This is an optimization exercise on Yosys and OpenROAD, whose aim is small area, not a production implementation. The RTL was checked by simulation tests, not by an equivalence proof against the original design. Power figures rest on the tool's default switching activity, not on a simulated workload.

v6:
// optorx_record_stream
module optorx_record_stream (
    input  wire         clk,
    input  wire         rst,             
    input  wire         in_valid,
    input  wire [15:0]  in_data,
    input  wire         in_last,
    output reg          fr_valid,
    output wire [3:0]   fr_goh,
    output wire [3:0]   fr_fiber,
    output wire [191:0] fr_data,         
    output wire [3:0]   fr_presence,
    output wire [3:0]   fr_daq,
    output reg          done,
    output wire [15:0]  cnt_unknown_tag,
    output wire [15:0]  cnt_trailer_sig,
    output wire [15:0]  cnt_trailer_size,
    output wire [15:0]  cnt_chrange_rep,
    output wire [15:0]  cnt_chrange_sup
);
Size: roughly 1300 cells after synthesis, ~270 flip-flops, ~310 I/O pins, about 13000 um^2 of cells after synthesis.
export LEC_CHECK = 0
export CAP_MARGIN = 20
export CORE_MARGIN = 2
export CORE_UTILIZATION = 40
export PLACE_DENSITY = 0.6
export SLEW_MARGIN = 20
export SYNTH_HIERARCHICAL = 1
export SYNTH_MINIMUM_KEEP_SIZE = 0
create_clock -name core_clock -period 6.0 [get_ports {clk}]
standard.sh (not shown) runs the stock make flow with config.mk's settings and CLKGATE_MAP_FILE= SYNTH_SCRIPT=/design/flow/synth_recipe.tcl, a recipe that flattens the netlist after the stock synthesis.
==> flow/flow/run.sh <==
#!/bin/bash
# Standard layout (the standard.sh, all steps), with two changes to how
# the layout is made:
#  * ports are buffered with the smallest buffer (buf_1) instead of the
#    resizer's default pick (clkdlybuf4s50_1);
#  * clock tree synthesis does not add dummy loads.
set -euo pipefail
export BUFFER_PORTS_ARGS="-buffer_cell sky130_fd_sc_hd__buf_1"
export CTS_ARGS="-sink_clustering_enable -repair_clock_nets -dont_use_dummy_load"
bash standard.sh > standard.log 2>&1
Modified inputs, v7 compared to v6
==> flow/run.sh (new file) <==
#!/bin/bash
# synth_recipe.tcl (not shown) runs the flow's synth.tcl, then flattens the netlist and writes it again
# the make line also repeats each setting of config.mk as NAME=value (left out here)
make -C /OpenROAD-flow-scripts/flow DESIGN_CONFIG=/design/flow/config.mk WORK_HOME=/design/flow/orfs CLKGATE_MAP_FILE= SYNTH_SCRIPT=/design/flow/synth_recipe.tcl finish
removed: flow/flow/run.sh
removed: flow/standard.sh
Looking at the reports, v7 completed the entire flow and the layout it produced met the timing, DRC and antenna checks. v7 -> v6: depth of the critical timing path with buffers and inverters included delta 0, exact match. Going from v6 to v7, delay of the slowest critical-path stage picked up an extra 0.05 ns, sequential share of layout area fell 4.2 points, worst slew slack as a fraction of its limit went up 7.2 points, maximum clock frequency decreased by about 7% relative to the old numbers. Overall fraction of global-route tracks in use sits higher in v7 than in v6. Diff v6 -> v7: setup slack down 0.38 ns, routed wire length up about 4%, clock period minus worst slack up 0.38 ns. Global-route track usage on met2: v7 > v6. v7 consumes more power than v6 does.

* * *

Another version of the RTL of optorx_record_stream (not shown whole).
For scale: roughly 270 flip-flops, ~310 I/O pins.
==> flow/config.mk <==
export PLATFORM = sky130hd
export DESIGN_NAME = optorx_record_stream
export DESIGN_NICKNAME = optorx_record_stream
export VERILOG_FILES = /design/flow/design.v
export SDC_FILE = /design/flow/constraint.sdc
export NUM_CORES = 4
export LEC_CHECK = 0
export CAP_MARGIN = 0
export CELL_PAD_IN_SITES_DETAIL_PLACEMENT = 2
export CELL_PAD_IN_SITES_GLOBAL_PLACEMENT = 2
export CORE_MARGIN = 2
export CORE_UTILIZATION = 30
export GPL_TIMING_DRIVEN = 0
export PLACE_DENSITY = 0.4
export SLEW_MARGIN = 0
export SYNTH_HIERARCHICAL = 1
export SYNTH_MINIMUM_KEEP_SIZE = 0
==> flow/constraint.sdc <==
create_clock -name core_clock -period 6.0 [get_ports {clk}]
set_input_delay 1.2000 -clock core_clock [delete_from_list [all_inputs] [get_ports {clk}]]
set_output_delay 1.2000 -clock core_clock [all_outputs]
set_load 0.01 [all_outputs]
==> flow/flow/run.sh <==
#!/bin/bash
# The standard layout (standard.sh), with these changes to how the
# layout is made:
#  * synthesis is the standard one (synth_recipe.tcl) but ABC maps the logic
#    with an area-oriented script (flow/abc_map.script) in place of ORFS's
#    delay-oriented abc_speed.script; registers are untouched by ABC;
#  * ports are buffered with buf_1 instead of the resizer's default pick;
#  * the buffers ABC's mapping leaves are removed at floorplan;
#  * clock tree synthesis uses small clock buffers and no dummy loads.
# Each step's full output goes to its own log file in this folder.
set -euo pipefail
here=$(pwd)
mkdir -p abc_scripts
for f in "$FLOW_HOME"/scripts/*; do
    ln -sf "$f" abc_scripts/
done
rm -f abc_scripts/abc_speed.script
cp flow/abc_map.script abc_scripts/abc_speed.script
SCRIPTS_DIR="$here/abc_scripts" bash standard.sh synth > synth.log 2>&1
export REMOVE_ABC_BUFFERS=1
export BUFFER_PORTS_ARGS="-buffer_cell sky130_fd_sc_hd__buf_1"
export CTS_ARGS="-sink_clustering_enable -repair_clock_nets -dont_use_dummy_load -buf_list {sky130_fd_sc_hd__clkbuf_4} -sink_clustering_size 8 -sink_clustering_max_diameter 50"
bash standard.sh > layout.log 2>&1
==> flow/flow/abc_map.script <==
strash
&get -n
&fraig -x
&put
scorr
dc2
strash
&get -n
&dch -f
&nf -R 1000
&put
The first run completed without violations.
Next try:
--- a/flow/flow/run.sh
+++ b/flow/flow/run.sh
@@ -7,3 +7,2 @@
 #  * ports are buffered with buf_1 instead of the resizer's default pick;
-#  * the buffers ABC's mapping leaves are removed at floorplan;
 #  * clock tree synthesis uses small clock buffers and no dummy loads.
@@ -19,5 +18,4 @@
 SCRIPTS_DIR="$here/abc_scripts" bash standard.sh synth > synth.log 2>&1
-export REMOVE_ABC_BUFFERS=1
 export BUFFER_PORTS_ARGS="-buffer_cell sky130_fd_sc_hd__buf_1"
-export CTS_ARGS="-sink_clustering_enable -repair_clock_nets -dont_use_dummy_load -buf_list {sky130_fd_sc_hd__clkbuf_4} -sink_clustering_size 8 -sink_clustering_max_diameter 50"
+export CTS_ARGS="-sink_clustering_enable -repair_clock_nets -dont_use_dummy_load -buf_list {sky130_fd_sc_hd__clkbuf_2 sky130_fd_sc_hd__clkbuf_4}"
 bash standard.sh > layout.log 2>&1
==> flow/config.mk (replaced) <==
export PLATFORM = sky130hd
export DESIGN_NAME = optorx_record_stream
export DESIGN_NICKNAME = optorx_record_stream
export VERILOG_FILES = /design/flow/design.v
export SDC_FILE = /design/flow/constraint.sdc
export NUM_CORES = 4
export LEC_CHECK = 0
export CAP_MARGIN = 20
export CELL_PAD_IN_SITES_DETAIL_PLACEMENT = 1
export CELL_PAD_IN_SITES_GLOBAL_PLACEMENT = 1
export CORE_MARGIN = 2
export CORE_UTILIZATION = 40
export PLACE_DENSITY = 0.5
export SLEW_MARGIN = 20
export SYNTH_HIERARCHICAL = 1
export SYNTH_MINIMUM_KEEP_SIZE = 0
Effect: The new run ran to the end with no violations. Critical path depth climbs by 1. Power climbs by about 9%. Non-clock buffer count climbs by 61. Synthesized area is unchanged. Clock power climbs by about 27%. Combinational power climbs by about 2%.

[what the ideal ports hide]
The results above use ideal ports. As a check the final layouts listed here were re-extracted and re-timed, cells and wires unchanged. Step 1 assumes that a clkbuf_16 drives the clock port and a buf_2 every other input. Step 2 times the ports against the registers' clock, not the clock port: input delays grow and output delays shrink by t, the midpoint of the rising clock arrivals with the driver on. Three values: no drivers, after step 1, after step 2; two values: the first two.
| run | t, ns | setup slack, ns | pins driven straight from the clock port |
|---|---|---|---|
| v6 | 0.597 | 0.954 / 0.961 / 0.364 | 1 |
| v7 | 0.604 | 0.574 / 0.597 / -0.007 | 1 |
| the first run of note 2 | 0.718 | 0.204 / 0.228 / -0.489 | 1 |
| the second run of note 2 | 0.701 | 0.535 / 0.557 / -0.144 | 1 |
With both steps, setup timing fails in v7, the first run of note 2 and the second run of note 2, where it was met with ideal ports. For the first run of note 2, which loses most, drivers alone change the setup slack by +0.024 ns; drivers and shift together by -0.693 ns.
